Source: an optimization exercise on an open RTL-to-GDS flow (aim: small area, a short achievable clock period and few clock cycles per item). Production flows keep margins and buffers that such runs may drop.
RTL that was checked went through simulation tests only; none was proved equivalent to the original.

==> run a <==
Design sge_fec_esc, start of the top module:
module sge_fec_esc (
    input  wire       clk,
    input  wire       rst,
    input  wire       in_valid,
    output wire       in_ready,
    input  wire [7:0] in_data,
    input  wire       in_last,
    output wire       out_valid,
    input  wire       out_ready,
    output wire [7:0] out_data,
    output wire       out_last
);
Settings: LEC_CHECK=0, CAP_MARGIN=20, CORE_MARGIN=2, CORE_UTILIZATION=70, CTS_BUF_LIST=sky130_fd_sc_hd__clkbuf_8, CTS_CLUSTER_DIAMETER=40, CTS_CLUSTER_SIZE=16, SETUP_SLACK_MARGIN=1.9, SLEW_MARGIN=20; clock period 4.0 ns.
run.sh (not shown) runs the stock make flow with config.mk's settings and CLKGATE_MAP_FILE= SYNTH_SCRIPT=/design/flow/synth_recipe.tcl, a recipe that flattens the netlist after the stock synthesis.
==> run b: changes against run a <==
--- a/flow/design.v
+++ b/flow/design.v
@@ -5,47 +5,34 @@
     input  wire [7:0] sym,
     output wire [7:0] par_out
 );
     reg  [255:8] q;           
     reg  [7:0]   fbd;
-    reg  e03;
-    reg  e05;
-    reg  e09;
-    reg  e0a;
-    reg  e11;
-    reg  e14;
-    reg  e21;
-    reg  e28;
-    reg  e41;
-    reg  e60;
-    reg  e81;
-    reg  e88;
-    reg  e90;
-    reg  ec0;
+    reg  [7:0]   fbdl_n;      
+    wire [7:0]   fbdl = ~fbdl_n;
     wire m01 = fbd[0];
     wire m02 = fbd[1];
     wire m04 = fbd[2];
     wire m08 = fbd[3];
     wire m10 = fbd[4];
     wire m20 = fbd[5];
     wire m40 = fbd[6];
     wire m80 = fbd[7];
-    wire m03 = e03;
-    wire m05 = e05;
-    wire m09 = e09;
-    wire m0a = e0a;
-    wire m11 = e11;
-    wire m14 = e14;
-    wire m21 = e21;
-    wire m28 = e28;
-    wire m41 = e41;
-    wire m60 = e60;
-    wire m81 = e81;
-    wire m88 = e88;
-    wire m90 = e90;
-    wire mc0 = ec0;
-    wire ma0 = m20 ^ m80;
+    wire m03 = m01 ^ m02;
+    wire m05 = m01 ^ m04;
+    wire m09 = m01 ^ m08;
+    wire m0a = m02 ^ m08;
+    wire m11 = m01 ^ m10;
+    wire m14 = m04 ^ m10;
+    wire m21 = m01 ^ m20;
+    wire m28 = m08 ^ m20;
+    wire m41 = m01 ^ m40;
+    wire m60 = m20 ^ m40;
+    wire m81 = m01 ^ m80;
+    wire m88 = m08 ^ m80;
+    wire m90 = m10 ^ m80;
+    wire mc0 = m40 ^ m80;
     wire m07 = m02 ^ m05;
     wire m0b = m01 ^ m0a;
     wire m0e = m04 ^ m0a;
     wire m0f = m05 ^ m0a;
     wire m13 = m02 ^ m11;
@@ -78,11 +65,10 @@
     wire m69 = m09 ^ m60;
     wire m6a = m0a ^ m60;
     wire m85 = m04 ^ m81;
     wire m8c = m04 ^ m88;
     wire m8d = m05 ^ m88;
-    wire m91 = m01 ^ m90;
     wire m93 = m03 ^ m90;
     wire m95 = m05 ^ m90;
     wire m98 = m08 ^ m90;
     wire m9a = m0a ^ m90;
     wire m9c = m14 ^ m88;
@@ -111,13 +97,10 @@
     wire m3f = m0a ^ m35;
     wire m46 = m05 ^ m43;
     wire m47 = m04 ^ m43;
     wire m4d = m04 ^ m49;
     wire m4e = m04 ^ m4a;
-    wire m4f = m04 ^ m4b;
-    wire m52 = m03 ^ m51;
-    wire m53 = m02 ^ m51;
     wire m56 = m02 ^ m54;
     wire m57 = m02 ^ m55;
     wire m58 = m09 ^ m51;
     wire m59 = m08 ^ m51;
     wire m5b = m10 ^ m4b;
@@ -132,28 +115,25 @@
     wire m6f = m05 ^ m6a;
     wire m73 = m13 ^ m60;
     wire m76 = m13 ^ m65;
     wire m77 = m13 ^ m64;
     wire m78 = m10 ^ m68;
-    wire m79 = m10 ^ m69;
     wire m7a = m10 ^ m6a;
     wire m7b = m11 ^ m6a;
     wire m7e = m14 ^ m6a;
     wire m7f = m15 ^ m6a;
     wire m87 = m02 ^ m85;
-    wire m8e = m02 ^ m8c;
     wire m96 = m80 ^ m16;
     wire m97 = m02 ^ m95;
     wire m9b = m01 ^ m9a;
     wire m9d = m01 ^ m9c;
     wire m9e = m02 ^ m9c;
     wire m9f = m03 ^ m9c;
     wire ma3 = m80 ^ m23;
     wire ma4 = m21 ^ m85;
     wire ma5 = m20 ^ m85;
     wire ma6 = m16 ^ mb0;
-    wire ma7 = m0e ^ ma9;
     wire mab = m02 ^ ma9;
     wire mac = m20 ^ m8c;
     wire mae = m07 ^ ma9;
     wire maf = m23 ^ m8c;
     wire mb3 = m02 ^ mb1;
@@ -178,35 +158,63 @@
     wire md9 = m08 ^ md1;
     wire mda = m10 ^ mca;
     wire mdb = m0a ^ md1;
     wire mdc = m08 ^ md4;
     wire mdd = m09 ^ md4;
-    wire mde = m0a ^ md4;
     wire mdf = m0b ^ md4;
     wire me3 = m03 ^ me0;
     wire me4 = m04 ^ me0;
     wire me5 = m80 ^ m65;
     wire me6 = m0e ^ me8;
     wire me7 = m07 ^ me0;
     wire mea = m02 ^ me8;
     wire meb = m03 ^ me8;
     wire mec = m04 ^ me8;
     wire mee = m0e ^ me0;
-    wire mef = m07 ^ me8;
     wire mf1 = m01 ^ mf0;
-    wire mf2 = m02 ^ mf0;
     wire mf4 = m04 ^ mf0;
     wire mf5 = m05 ^ mf0;
     wire mf6 = m16 ^ me0;
     wire mf7 = m07 ^ mf0;
     wire mf8 = m08 ^ mf0;
     wire mfb = m0b ^ mf0;
     wire mfc = m14 ^ me8;
     wire mfd = m15 ^ me8;
     wire mfe = m0e ^ mf0;
     wire mff = m0f ^ mf0;
-    wire [255:0] prod;
+    wire l01 = fbdl[0];
+    wire l02 = fbdl[1];
+    wire l04 = fbdl[2];
+    wire l08 = fbdl[3];
+    wire l10 = fbdl[4];
+    wire l20 = fbdl[5];
+    wire l40 = fbdl[6];
+    wire l80 = fbdl[7];
+    wire l03 = l01 ^ l02;
+    wire l0a = l02 ^ l08;
+    wire l0c = l04 ^ l08;
+    wire l24 = l04 ^ l20;
+    wire l48 = l08 ^ l40;
+    wire l60 = l20 ^ l40;
+    wire la0 = l20 ^ l80;
+    wire lc0 = l40 ^ l80;
+    wire l0d = l01 ^ l0c;
+    wire l0e = l02 ^ l0c;
+    wire l4b = l03 ^ l48;
+    wire l4c = l04 ^ l48;
+    wire l70 = l10 ^ l60;
+    wire la4 = l04 ^ la0;
+    wire lb0 = l10 ^ la0;
+    wire ld0 = l10 ^ lc0;
+    wire l4f = l03 ^ l4c;
+    wire l7a = l0a ^ l70;
+    wire la7 = l03 ^ la4;
+    wire lbd = l0d ^ lb0;
+    wire lde = ld0 ^ l0e;
+    wire lef = la4 ^ l4b;
+    wire lf4 = ld0 ^ l24;
+    wire [247:0] prod;
     assign prod[7:0] = {mb4, mee, mf7, m7b, m3d, m1e, mbb, m69};
     assign prod[15:8] = {m1b, m16, m0b, m05, m02, m81, m5b, m36};
     assign prod[23:16] = {m9f, md0, me8, mf4, m7a, mbd, m41, m3f};
     assign prod[31:24] = {mda, mb7, m5b, m2d, m16, m0b, mdf, mb5};
     assign prod[39:32] = {md1, mb9, m5c, mae, md7, m6b, me4, ma3};
@@ -234,46 +242,18 @@
     assign prod[215:208] = {m14, m9e, mcf, m67, mb3, md9, m78, m28};
     assign prod[223:216] = {m85, m47, ma3, md1, m68, m34, m1f, m0a};
     assign prod[231:224] = {m67, md4, m6a, mb5, mda, m6d, m51, mcf};
     assign prod[239:232] = {m17, m9c, m4e, m27, m93, mc9, m73, m2e};
     assign prod[247:240] = {m54, mfe, mff, m7f, mbf, m5f, mfb, ma9};
-    assign prod[255:248] = {ma7, mf4, m7a, mbd, mde, mef, md0, m4f};
-    wire [7:0] early = sym ^ q[255:248];
-    assign par_out = q[255:248] ^ prod[255:248];
-    wire [7:0] fb  = zero ? 8'h00 : (early ^ prod[255:248]);
-    wire e03_n = zero ? 1'b0 : (early[0] ^ early[1] ^ m9f);
-    wire e05_n = zero ? 1'b0 : (early[0] ^ early[2] ^ ma0);
-    wire e09_n = zero ? 1'b0 : (early[0] ^ early[3] ^ m91);
-    wire e0a_n = zero ? 1'b0 : (early[1] ^ early[3] ^ m0e);
-    wire e11_n = zero ? 1'b0 : (early[0] ^ early[4] ^ mf2);
-    wire e14_n = zero ? 1'b0 : (early[2] ^ early[4] ^ m52);
-    wire e21_n = zero ? 1'b0 : (early[0] ^ early[5] ^ m35);
-    wire e28_n = zero ? 1'b0 : (early[3] ^ early[5] ^ ma4);
-    wire e41_n = zero ? 1'b0 : (early[0] ^ early[6] ^ mbb);
-    wire e60_n = zero ? 1'b0 : (early[5] ^ early[6] ^ m8e);
-    wire e81_n = zero ? 1'b0 : (early[0] ^ early[7] ^ me8);
-    wire e88_n = zero ? 1'b0 : (early[3] ^ early[7] ^ m79);
-    wire e90_n = zero ? 1'b0 : (early[4] ^ early[7] ^ m1a);
-    wire ec0_n = zero ? 1'b0 : (early[6] ^ early[7] ^ m53);
+    wire [7:0] prod31 = {la7, lf4, l7a, lbd, lde, lef, ld0, l4f};
+    assign par_out = q[255:248] ^ prod31;
+    wire [7:0] fb  = zero ? 8'h00 : (sym ^ q[255:248] ^ prod31);
     always @(posedge clk) begin
         if (en) begin
-            q   <= {q[247:8], 8'h00} ^ prod[247:0];
-            fbd <= fb;
-            e03 <= e03_n;
-            e05 <= e05_n;
-            e09 <= e09_n;
-            e0a <= e0a_n;
-            e11 <= e11_n;
-            e14 <= e14_n;
-            e21 <= e21_n;
-            e28 <= e28_n;
-            e41 <= e41_n;
-            e60 <= e60_n;
-            e81 <= e81_n;
-            e88 <= e88_n;
-            e90 <= e90_n;
-            ec0 <= ec0_n;
+            q      <= {q[247:8], 8'h00} ^ prod;
+            fbd    <= fb;
+            fbdl_n <= ~fb;
         end
     end
 endmodule
 module sge_escaper (
     input  wire       clk,
@@ -339,10 +319,11 @@
     reg [7:0] pos;
     reg       par_ph;          
     reg       pad;             
     reg       fin;             
     reg       flush;           
+    reg [7:0] symz;            
     reg       cv;              
     reg [7:0] cd;
     reg       cl;
     assign in_ready = in_rdy;
     wire in_fire = in_valid && se;
@@ -350,12 +331,11 @@
     wire c_free   = !cv || esc_ready;
     wire src_ok   = par_ph || pad || mv;
     wire step     = flush || (c_free && src_ok);
     wire take     = step && !par_ph && !pad;
     wire [7:0] par31;
-    wire [7:0] sym      = pad ? 8'h00 : md;
-    wire [7:0] cod_data = par_ph ? par31 : sym;
+    wire [7:0] cod_data = par_ph ? par31 : symz;
     wire       cod_last = par_ph && fin && (pos == 8'd254);
     wire       wrap     = (pos == 8'd254);
     wire       to_par   = (pos == 8'd222);
     wire [7:0] pos_n    = !step ? pos    : wrap ? 8'd0 : pos + 8'd1;
     wire       par_ph_n = !step ? par_ph : wrap ? 1'b0 : (par_ph || to_par);
@@ -372,10 +352,11 @@
             in_rdy <= 1'b1;
             pos    <= 8'd223;
             par_ph <= 1'b1;
             flush  <= 1'b1;
             pad    <= 1'b0;
+            symz   <= 8'h00;
             cv     <= 1'b0;
         end else begin
             mv   <= mv_n;
             md   <= md_n;
             ml   <= ml_n;
@@ -389,10 +370,11 @@
             pad    <= pad_n;
             if (step && wrap)
                 flush <= 1'b0;
             if (take)
                 fin <= ml;
+            symz <= (par_ph_n || pad_n) ? 8'h00 : md_n;
             if (c_free) begin
                 cv <= step && !flush;
                 cd <= cod_data;
                 cl <= cod_last;
             end
@@ -400,11 +382,11 @@
     end
     sge_rs_encoder u_rs (
         .clk     (clk),
         .en      (step),
         .zero    (par_ph),
-        .sym     (sym),
+        .sym     (symz),
         .par_out (par31)
     );
     sge_escaper u_esc (
         .clk       (clk),
         .rst       (rst),
==> flow/config.mk (replaced) <==
export PLATFORM = sky130hd
export DESIGN_NAME = sge_fec_esc
export DESIGN_NICKNAME = sge_fec_esc
export VERILOG_FILES = /design/flow/design.v
export SDC_FILE = /design/flow/constraint.sdc
export NUM_CORES = 4
export LEC_CHECK = 0
export CAP_MARGIN = 20
export CORE_MARGIN = 2
export CORE_UTILIZATION = 70
export SETUP_SLACK_MARGIN = 2.0
export SLEW_MARGIN = 20
==> notes.md <==
                                                                                          run a                      run b
Fraction of cell area in non-clock buffers                                                4.90%                      10.5%
Commonest non-fill, non-tap cell in the layout                         sky130_fd_sc_hd__xnor2_1  sky130_fd_sc_hd__edfxtp_1
Pin count of the biggest net entering global routing                                         76                         74
Crit Reg-Reg Endpoint                                                               u_rs.q[240]                 u_rs.q[81]
Shortest clock period the worst path allows after layout                                2.09 ns                    2.28 ns
Critical Path Start                                                                 u_rs.fbd[2]                u_rs.fbd[1]
Final core area utilization                                                               81.6%                      94.4%
Outcome                                                                timing/DRC/antenna clean   timing/DRC/antenna clean
GR Util All Layers                                                                        30.8%                      36.2%
Parity-gate share of the synthesized area counting xor and xnor cells                     27.7%                      27.8%
Logic depth of the worst register-to-register path                                            3                          9
WP buf/inv                                                                                    1                          6
No functional check of the RTL was part of any run of this note.


==> v38 <==
Another version of the RTL of sge_fec_esc (not shown whole).
clock: 4.0 ns
lec_check: 0
cap_margin: 20
core_margin: 2
core_utilization: 40
setup_slack_margin: 1.8
slew_margin: 20
==> inputs of v11, as changes to v38 <==
- SETUP_SLACK_MARGIN: 1.8 -> 2.3
==> comparison table <==
quantity	v11	v38
Later-pin clock latency in the skew report	570 ps	590 ps
Ant. Diodes	0	1
Grt met1 use	35.14%	37.41%
Total GRT Usage	28.84%	29.59%
Number of buffers inserted to repair setup after CTS	302	296
Arrival time at the worst endpoint	3450 ps	3280 ps
Violation count after the first detailed-route iteration	1,561	1,492
Area added between synthesis and finish	73.73%	77.66%
Number of instances in the placed design	1,742	1,735
GR met3 Demand/Resource	6.402%	6.370%
Outcome	finished clean	finished clean
Period utilisation layout	78.34%	74.82%
Via count of the first global-routing pass	12,510	12,350
Worst clock skew	35.69 ps	37.07 ps
Hold WS	523.6 ps	512.9 ps
Fill cell count	2,247	2,149
Buffers outside the clock class	519	529
Final Util	69.96%	71.55%
No functional check of the RTL was part of any run of this note.


==> run B: inputs <==
==> flow/design.v <==
module sge_rs_encoder (
    input  wire       clk,
    input  wire       en,
    input  wire       zero,
    input  wire [7:0] sym,
    output wire [7:0] par_out
);
    reg  [255:8] q;           
    reg  [7:0]   fbd;
    reg  e03;
    reg  e05;
    reg  e09;
    reg  e0a;
    reg  e11;
    reg  e14;
    reg  e21;
    reg  e28;
    reg  e41;
    reg  e60;
    reg  e81;
    reg  e88;
    reg  e90;
    reg  ec0;
    wire m01 = fbd[0];
    wire m02 = fbd[1];
    wire m04 = fbd[2];
    wire m08 = fbd[3];
    wire m10 = fbd[4];
    wire m20 = fbd[5];
    wire m40 = fbd[6];
    wire m80 = fbd[7];
    wire m03 = e03;
    wire m05 = e05;
    wire m09 = e09;
    wire m0a = e0a;
    wire m11 = e11;
    wire m14 = e14;
    wire m21 = e21;
    wire m28 = e28;
    wire m41 = e41;
    wire m60 = e60;
    wire m81 = e81;
    wire m88 = e88;
    wire m90 = e90;
    wire mc0 = ec0;
    wire m07 = m02 ^ m05;
    wire m0b = m01 ^ m0a;
    wire m0e = m04 ^ m0a;
    wire m0f = m05 ^ m0a;
    wire m13 = m02 ^ m11;
    wire m15 = m01 ^ m14;
    wire m16 = m02 ^ m14;
    wire m17 = m03 ^ m14;
    wire m19 = m08 ^ m11;
    wire m1a = m10 ^ m0a;
    wire m1b = m0a ^ m11;
    wire m1d = m09 ^ m14;
    wire m1e = m0a ^ m14;
    wire m23 = m02 ^ m21;
    wire m29 = m01 ^ m28;
    wire m2a = m02 ^ m28;
    wire m2b = m03 ^ m28;
    wire m2c = m04 ^ m28;
    wire m2d = m05 ^ m28;
    wire m34 = m20 ^ m14;
    wire m35 = m14 ^ m21;
    wire m43 = m02 ^ m41;
    wire m49 = m08 ^ m41;
    wire m4a = m40 ^ m0a;
    wire m4b = m0a ^ m41;
    wire m51 = m10 ^ m41;
    wire m54 = m40 ^ m14;
    wire m55 = m14 ^ m41;
    wire m64 = m04 ^ m60;
    wire m65 = m05 ^ m60;
    wire m68 = m08 ^ m60;
    wire m69 = m09 ^ m60;
    wire m6a = m0a ^ m60;
    wire m85 = m04 ^ m81;
    wire m8c = m04 ^ m88;
    wire m8d = m05 ^ m88;
    wire m93 = m03 ^ m90;
    wire m95 = m05 ^ m90;
    wire m98 = m08 ^ m90;
    wire m9a = m0a ^ m90;
    wire m9c = m14 ^ m88;
    wire ma9 = m21 ^ m88;
    wire mb0 = m20 ^ m90;
    wire mb1 = m21 ^ m90;
    wire mb8 = m28 ^ m90;
    wire mc4 = m04 ^ mc0;
    wire mc9 = m09 ^ mc0;
    wire mca = m0a ^ mc0;
    wire md0 = m10 ^ mc0;
    wire md1 = m11 ^ mc0;
    wire md4 = m14 ^ mc0;
    wire me0 = m20 ^ mc0;
    wire me8 = m28 ^ mc0;
    wire mf0 = m90 ^ m60;
    wire m1f = m01 ^ m1e;
    wire m27 = m04 ^ m23;
    wire m2e = m02 ^ m2c;
    wire m33 = m10 ^ m23;
    wire m36 = m02 ^ m34;
    wire m37 = m02 ^ m35;
    wire m3a = m10 ^ m2a;
    wire m3b = m10 ^ m2b;
    wire m3d = m08 ^ m35;
    wire m3f = m0a ^ m35;
    wire m46 = m05 ^ m43;
    wire m47 = m04 ^ m43;
    wire m4d = m04 ^ m49;
    wire m4e = m04 ^ m4a;
    wire m4f = m04 ^ m4b;
    wire m56 = m02 ^ m54;
    wire m57 = m02 ^ m55;
    wire m58 = m09 ^ m51;
    wire m59 = m08 ^ m51;
    wire m5b = m10 ^ m4b;
    wire m5c = m08 ^ m54;
    wire m5f = m0a ^ m55;
    wire m62 = m21 ^ m43;
    wire m66 = m02 ^ m64;
    wire m67 = m02 ^ m65;
    wire m6b = m01 ^ m6a;
    wire m6d = m04 ^ m69;
    wire m6e = m04 ^ m6a;
    wire m6f = m05 ^ m6a;
    wire m73 = m13 ^ m60;
    wire m76 = m13 ^ m65;
    wire m77 = m13 ^ m64;
    wire m78 = m10 ^ m68;
    wire m7a = m10 ^ m6a;
    wire m7b = m11 ^ m6a;
    wire m7e = m14 ^ m6a;
    wire m7f = m15 ^ m6a;
    wire m87 = m02 ^ m85;
    wire m96 = m80 ^ m16;
    wire m97 = m02 ^ m95;
    wire m9b = m01 ^ m9a;
    wire m9d = m01 ^ m9c;
    wire m9e = m02 ^ m9c;
    wire m9f = m03 ^ m9c;
    wire ma3 = m80 ^ m23;
    wire ma4 = m21 ^ m85;
    wire ma5 = m20 ^ m85;
    wire ma6 = m16 ^ mb0;
    wire ma7 = m0e ^ ma9;
    wire mab = m02 ^ ma9;
    wire mac = m20 ^ m8c;
    wire mae = m07 ^ ma9;
    wire maf = m23 ^ m8c;
    wire mb3 = m02 ^ mb1;
    wire mb4 = m04 ^ mb0;
    wire mb5 = m04 ^ mb1;
    wire mb7 = m07 ^ mb0;
    wire mb9 = m01 ^ mb8;
    wire mbb = m03 ^ mb8;
    wire mbd = m05 ^ mb8;
    wire mbf = m07 ^ mb8;
    wire mc6 = m02 ^ mc4;
    wire mcb = m01 ^ mca;
    wire mcc = m08 ^ mc4;
    wire mcd = m04 ^ mc9;
    wire mce = m04 ^ mca;
    wire mcf = m05 ^ mca;
    wire md2 = m02 ^ md0;
    wire md3 = m02 ^ md1;
    wire md5 = m01 ^ md4;
    wire md7 = m03 ^ md4;
    wire md8 = m08 ^ md0;
    wire md9 = m08 ^ md1;
    wire mda = m10 ^ mca;
    wire mdb = m0a ^ md1;
    wire mdc = m08 ^ md4;
    wire mdd = m09 ^ md4;
    wire mde = m0a ^ md4;
    wire mdf = m0b ^ md4;
    wire me3 = m03 ^ me0;
    wire me4 = m04 ^ me0;
    wire me5 = m80 ^ m65;
    wire me6 = m0e ^ me8;
    wire me7 = m07 ^ me0;
    wire mea = m02 ^ me8;
    wire meb = m03 ^ me8;
    wire mec = m04 ^ me8;
    wire mee = m0e ^ me0;
    wire mef = m07 ^ me8;
    wire mf1 = m01 ^ mf0;
    wire mf4 = m04 ^ mf0;
    wire mf5 = m05 ^ mf0;
    wire mf6 = m16 ^ me0;
    wire mf7 = m07 ^ mf0;
    wire mf8 = m08 ^ mf0;
    wire mfb = m0b ^ mf0;
    wire mfc = m14 ^ me8;
    wire mfd = m15 ^ me8;
    wire mfe = m0e ^ mf0;
    wire mff = m0f ^ mf0;
    wire [255:0] prod;
    assign prod[7:0] = {mb4, mee, mf7, m7b, m3d, m1e, mbb, m69};
    assign prod[15:8] = {m1b, m16, m0b, m05, m02, m81, m5b, m36};
    assign prod[23:16] = {m9f, md0, me8, mf4, m7a, mbd, m41, m3f};
    assign prod[31:24] = {mda, mb7, m5b, m2d, m16, m0b, mdf, mb5};
    assign prod[39:32] = {md1, mb9, m5c, mae, md7, m6b, me4, ma3};
    assign prod[47:40] = {m09, m8d, mc6, me3, mf1, m78, m35, m13};
    assign prod[55:48] = {m7b, m46, m23, m11, m88, mc4, m19, mf7};
    assign prod[63:56] = {mf5, m0f, m87, m43, m21, m90, m3d, meb};
    assign prod[71:64] = {m21, mb1, m58, m2c, m96, mcb, mc4, m43};
    assign prod[79:72] = {md3, m3a, m9d, mce, me7, m73, mea, ma6};
    assign prod[87:80] = {m4d, m6b, m35, m1a, m8d, mc6, mae, m9a};
    assign prod[95:88] = {m6e, m59, mac, m56, m2b, m15, m64, mdc};
    assign prod[103:96] = {m85, m47, ma3, md1, m68, m34, m1f, m0a};
    assign prod[111:104] = {m66, m55, m2a, m95, mca, m65, m54, mcc};
    assign prod[119:112] = {m90, m58, m2c, m96, mcb, me5, m62, m21};
    assign prod[127:120] = {m5f, mf0, mf8, mfc, m7e, m3f, mc0, mbf};
    assign prod[135:128] = {mff, m80, mc0, me0, mf0, mf8, m03, mfe};
    assign prod[143:136] = {m90, m58, m2c, m96, mcb, me5, m62, m21};
    assign prod[151:144] = {m95, m5f, maf, m57, mab, md5, m7f, m2a};
    assign prod[159:152] = {mbb, m66, m33, m19, m8c, m46, m98, m77};
    assign prod[167:160] = {ma4, mf6, mfb, mfd, mfe, mff, mdb, m49};
    assign prod[175:168] = {m73, m4a, ma5, md2, m69, mb4, m29, me7};
    assign prod[183:176] = {m5b, m76, m3b, m1d, m0e, m07, md8, mb7};
    assign prod[191:184] = {mb7, mec, m76, m3b, m1d, m0e, mb0, m6f};
    assign prod[199:192] = {mdd, m33, m19, m8c, m46, m23, mcc, mbb};
    assign prod[207:200] = {m4b, m6e, m37, m9b, mcd, me6, mb8, m97};
    assign prod[215:208] = {m14, m9e, mcf, m67, mb3, md9, m78, m28};
    assign prod[223:216] = {m85, m47, ma3, md1, m68, m34, m1f, m0a};
    assign prod[231:224] = {m67, md4, m6a, mb5, mda, m6d, m51, mcf};
    assign prod[239:232] = {m17, m9c, m4e, m27, m93, mc9, m73, m2e};
    assign prod[247:240] = {m54, mfe, mff, m7f, mbf, m5f, mfb, ma9};
    assign prod[255:248] = {ma7, mf4, m7a, mbd, mde, mef, md0, m4f};
    assign par_out = q[255:248] ^ prod[255:248];
    wire [7:0] fb  = zero ? 8'h00 : (sym ^ par_out);
    always @(posedge clk) begin
        if (en) begin
            q   <= {q[247:8], 8'h00} ^ prod[247:0];
            fbd <= fb;
            e03 <= fb[0] ^ fb[1];
            e05 <= fb[0] ^ fb[2];
            e09 <= fb[0] ^ fb[3];
            e0a <= fb[1] ^ fb[3];
            e11 <= fb[0] ^ fb[4];
            e14 <= fb[2] ^ fb[4];
            e21 <= fb[0] ^ fb[5];
            e28 <= fb[3] ^ fb[5];
            e41 <= fb[0] ^ fb[6];
            e60 <= fb[5] ^ fb[6];
            e81 <= fb[0] ^ fb[7];
            e88 <= fb[3] ^ fb[7];
            e90 <= fb[4] ^ fb[7];
            ec0 <= fb[6] ^ fb[7];
        end
    end
endmodule
module sge_escaper (
    input  wire       clk,
    input  wire       rst,
    input  wire       in_valid,
    output wire       in_ready,
    input  wire [7:0] in_data,
    input  wire       in_last,
    output reg        out_valid,
    input  wire       out_ready,
    output reg  [7:0] out_data,
    output reg        out_last
);
    localparam [7:0] ESC_BYTE  = 8'h54;
    localparam [7:0] SYNC_BYTE = 8'hAB;
    localparam [7:0] SYNC_SUB  = 8'h9F;
    reg pend;         
    reg pend_sync;    
    reg pend_last;
    wire out_fire = out_valid && out_ready;
    assign in_ready = !out_valid || (out_ready && !pend);
    wire in_fire  = in_valid && in_ready;
    wire reserved = (in_data == ESC_BYTE) || (in_data == SYNC_BYTE);
    always @(posedge clk) begin
        if (rst) begin
            out_valid <= 1'b0;
            pend      <= 1'b0;
        end else if (in_fire) begin
            out_valid <= 1'b1;
            pend      <= reserved;
            pend_sync <= in_data[7];      
            pend_last <= in_last;
            out_data  <= reserved ? ESC_BYTE : in_data;
            out_last  <= in_last && !reserved;
        end else if (out_fire) begin
            out_valid <= pend;
            pend      <= 1'b0;
            out_data  <= pend_sync ? SYNC_SUB : ESC_BYTE;
            out_last  <= pend_last;
        end
    end
endmodule
module sge_fec_esc (
    input  wire       clk,
    input  wire       rst,
    input  wire       in_valid,
    output wire       in_ready,
    input  wire [7:0] in_data,
    input  wire       in_last,
    output wire       out_valid,
    input  wire       out_ready,
    output wire [7:0] out_data,
    output wire       out_last
);
    reg       mv;              
    reg [7:0] md;
    reg       ml;
    reg       sf;              
    reg       in_rdy;          
    wire      se = !sf;
    reg [7:0] sd;
    reg       sl;
    reg [7:0] pos;
    reg       par_ph;          
    reg       pad;             
    reg       fin;             
    reg       flush;           
    reg       cv;              
    reg [7:0] cd;
    reg       cl;
    assign in_ready = in_rdy;
    wire in_fire = in_valid && se;
    wire esc_ready;
    wire c_free   = !cv || esc_ready;
    wire src_ok   = par_ph || pad || mv;
    wire step     = flush || (c_free && src_ok);
    wire take     = step && !par_ph && !pad;
    wire [7:0] par31;
    wire [7:0] sym      = pad ? 8'h00 : md;
    wire [7:0] cod_data = par_ph ? par31 : sym;
    wire       cod_last = par_ph && fin && (pos == 8'd254);
    wire       wrap     = (pos == 8'd254);
    wire       to_par   = (pos == 8'd222);
    wire [7:0] pos_n    = !step ? pos    : wrap ? 8'd0 : pos + 8'd1;
    wire       par_ph_n = !step ? par_ph : wrap ? 1'b0 : (par_ph || to_par);
    wire       pad_n    = !step ? pad    : wrap ? 1'b0 : (pad || (take && ml && !to_par));
    wire       m_free = !mv || take;
    wire       mv_n   = m_free ? (!se || in_fire) : 1'b1;
    wire [7:0] md_n   = !m_free ? md : !se ? sd : in_data;
    wire       ml_n   = !m_free ? ml : !se ? sl : in_last;
    wire       se_n   = m_free || (se && !in_fire);
    always @(posedge clk) begin
        if (rst) begin
            mv     <= 1'b0;
            sf     <= 1'b0;
            in_rdy <= 1'b1;
            pos    <= 8'd223;
            par_ph <= 1'b1;
            flush  <= 1'b1;
            pad    <= 1'b0;
            cv     <= 1'b0;
        end else begin
            mv   <= mv_n;
            md   <= md_n;
            ml   <= ml_n;
            sf     <= !se_n;
            in_rdy <= se_n;
            if (!m_free && in_fire) begin
                sd <= in_data; sl <= in_last;
            end
            pos    <= pos_n;
            par_ph <= par_ph_n;
            pad    <= pad_n;
            if (step && wrap)
                flush <= 1'b0;
            if (take)
                fin <= ml;
            if (c_free) begin
                cv <= step && !flush;
                cd <= cod_data;
                cl <= cod_last;
            end
        end
    end
    sge_rs_encoder u_rs (
        .clk     (clk),
        .en      (step),
        .zero    (par_ph),
        .sym     (sym),
        .par_out (par31)
    );
    sge_escaper u_esc (
        .clk       (clk),
        .rst       (rst),
        .in_valid  (cv),
        .in_ready  (esc_ready),
        .in_data   (cd),
        .in_last   (cl),
        .out_valid (out_valid),
        .out_ready (out_ready),
        .out_data  (out_data),
        .out_last  (out_last)
    );
endmodule
==> flow/run.sh <==
#!/bin/bash
# synth_recipe.tcl (not shown) runs the flow's synth.tcl, then flattens the netlist and writes it again
# the make line also repeats each setting of config.mk as NAME=value (left out here)
make -C /OpenROAD-flow-scripts/flow DESIGN_CONFIG=/design/flow/config.mk WORK_HOME=/design/flow/orfs CLKGATE_MAP_FILE= SYNTH_SCRIPT=/design/flow/synth_recipe.tcl finish
==> flow/config.mk <==
export PLATFORM = sky130hd
export DESIGN_NAME = sge_fec_esc
export DESIGN_NICKNAME = sge_fec_esc
export VERILOG_FILES = /design/flow/design.v
export SDC_FILE = /design/flow/constraint.sdc
export NUM_CORES = 4
export LEC_CHECK = 0
export CAP_MARGIN = 20
export CORE_MARGIN = 2
export CORE_UTILIZATION = 70
export CTS_BUF_LIST = sky130_fd_sc_hd__clkbuf_8
export CTS_CLUSTER_DIAMETER = 40
export CTS_CLUSTER_SIZE = 16
export SETUP_SLACK_MARGIN = 2.0
export SLEW_MARGIN = 20
==> flow/constraint.sdc <==
create_clock -name core_clock -period 4.0 [get_ports {clk}]
set_input_delay 0.8000 -clock core_clock [delete_from_list [all_inputs] [get_ports {clk}]]
set_output_delay 0.8000 -clock core_clock [all_outputs]
set_load 0.01 [all_outputs]
==> run X (differences from run B) <==
--- a/flow/design.v
+++ b/flow/design.v
@@ -1,12 +1,15 @@
 module sge_rs_encoder (
     input  wire       clk,
+    input  wire       rst,
     input  wire       en,
     input  wire       zero,
+    input  wire       zero_n,
     input  wire [7:0] sym,
     output wire [7:0] par_out
 );
     reg  [255:8] q;           
     reg  [7:0]   fbd;
+    reg  [7:0]   fbdl;
     reg  e03;
     reg  e05;
     reg  e09;
@@ -21,6 +24,39 @@
     reg  e88;
     reg  e90;
     reg  ec0;
+    wire l01 = fbdl[0];
+    wire l02 = fbdl[1];
+    wire l04 = fbdl[2];
+    wire l08 = fbdl[3];
+    wire l10 = fbdl[4];
+    wire l20 = fbdl[5];
+    wire l40 = fbdl[6];
+    wire l80 = fbdl[7];
+    wire l03 = l01 ^ l02;
+    wire l0a = l02 ^ l08;
+    wire l0c = l04 ^ l08;
+    wire l24 = l04 ^ l20;
+    wire l48 = l08 ^ l40;
+    wire l60 = l20 ^ l40;
+    wire la0 = l20 ^ l80;
+    wire lc0 = l40 ^ l80;
+    wire l0d = l01 ^ l0c;
+    wire l0e = l02 ^ l0c;
+    wire l4b = l03 ^ l48;
+    wire l4c = l04 ^ l48;
+    wire l70 = l10 ^ l60;
+    wire la4 = l04 ^ la0;
+    wire lb0 = l10 ^ la0;
+    wire ld0 = l10 ^ lc0;
+    wire l4f = l03 ^ l4c;
+    wire l7a = l0a ^ l70;
+    wire la7 = l03 ^ la4;
+    wire lbd = l0d ^ lb0;
+    wire lde = ld0 ^ l0e;
+    wire lef = la4 ^ l4b;
+    wire lf4 = ld0 ^ l24;
+    wire [7:0] loop31 = {la7, lf4, l7a, lbd, lde, lef, ld0, l4f};
+    wire [7:0] fb = (zero ? 8'h00 : (sym ^ q[255:248])) ^ loop31;
     wire m01 = fbd[0];
     wire m02 = fbd[1];
     wire m04 = fbd[2];
@@ -231,8 +267,11 @@
     assign prod[247:240] = {m54, mfe, mff, m7f, mbf, m5f, mfb, ma9};
     assign prod[255:248] = {ma7, mf4, m7a, mbd, mde, mef, md0, m4f};
     assign par_out = q[255:248] ^ prod[255:248];
-    wire [7:0] fb  = zero ? 8'h00 : (sym ^ par_out);
     always @(posedge clk) begin
+        if (rst)
+            fbdl <= 8'h00;
+        else if (en)
+            fbdl <= zero_n ? 8'h00 : fb;
         if (en) begin
             q   <= {q[247:8], 8'h00} ^ prod[247:0];
             fbd <= fb;
@@ -378,8 +417,10 @@
     end
     sge_rs_encoder u_rs (
         .clk     (clk),
+        .rst     (rst),
         .en      (step),
         .zero    (par_ph),
+        .zero_n  (par_ph_n),
         .sym     (sym),
         .par_out (par31)
     );
==> comparison <==
- In run B the wire length is lower than in run X, by about 2.5%.
- Maximum frequency: run X is larger than run B (about 11%).
- In run X the hold slack is better than in run B, by 20 ps.
- Of run X and run B, run B has the higher non-clock buffer count (gap 11).
Testbench counts of run X, summed over its fixed seeds: cycles 31,336, out bytes 31,088.
The RTL of run B was laid out without a check of its function.

## what the ideal ports hide
In the flow no input, the clock included, has a driving cell. The finished layouts below were timed again as built, in two steps. Step 1 assumes that a clkbuf_16 drives the clock port and a buf_2 every other input. Step 2 also shifts input and output timing later by t, the mid clock arrival at the registers, as if the neighbouring blocks saw the same clock. Three values: no drivers, after step 1, after step 2; two values: the first two.
| run | shift t [ns] | setup slack, ns | slew at the worst register clock pin (ns) | worst data-port slew with drivers (ns) |
|---|---|---|---|---|
| run a of note 1 | 0.593 | 1.909 / 1.909 / 1.627 | 0.10 / 0.10 | 0.03 |
| run b of note 1 | 0.583 | 1.722 / 1.722 / 1.326 | 0.07 / 0.07 | 0.06 |
| v38 | 0.635 | 1.007 / 1.007 / 1.007 | 0.07 / 0.07 | 0.05 |
| v11 | 0.623 | 0.866 / 0.866 / 0.866 | 0.08 / 0.08 | 0.05 |
| run B of note 3 | 0.609 | 1.788 / 1.788 / 1.423 | 0.09 / 0.09 | 0.03 |
| run X of note 3 | 0.607 | 2.013 / 2.008 / 1.459 | 0.09 / 0.09 | 0.04 |
After both steps every run listed still meets setup and hold. The setup slack of run X of note 3, which loses most, moves by -0.005 ns with the drivers and by -0.554 ns with both steps.
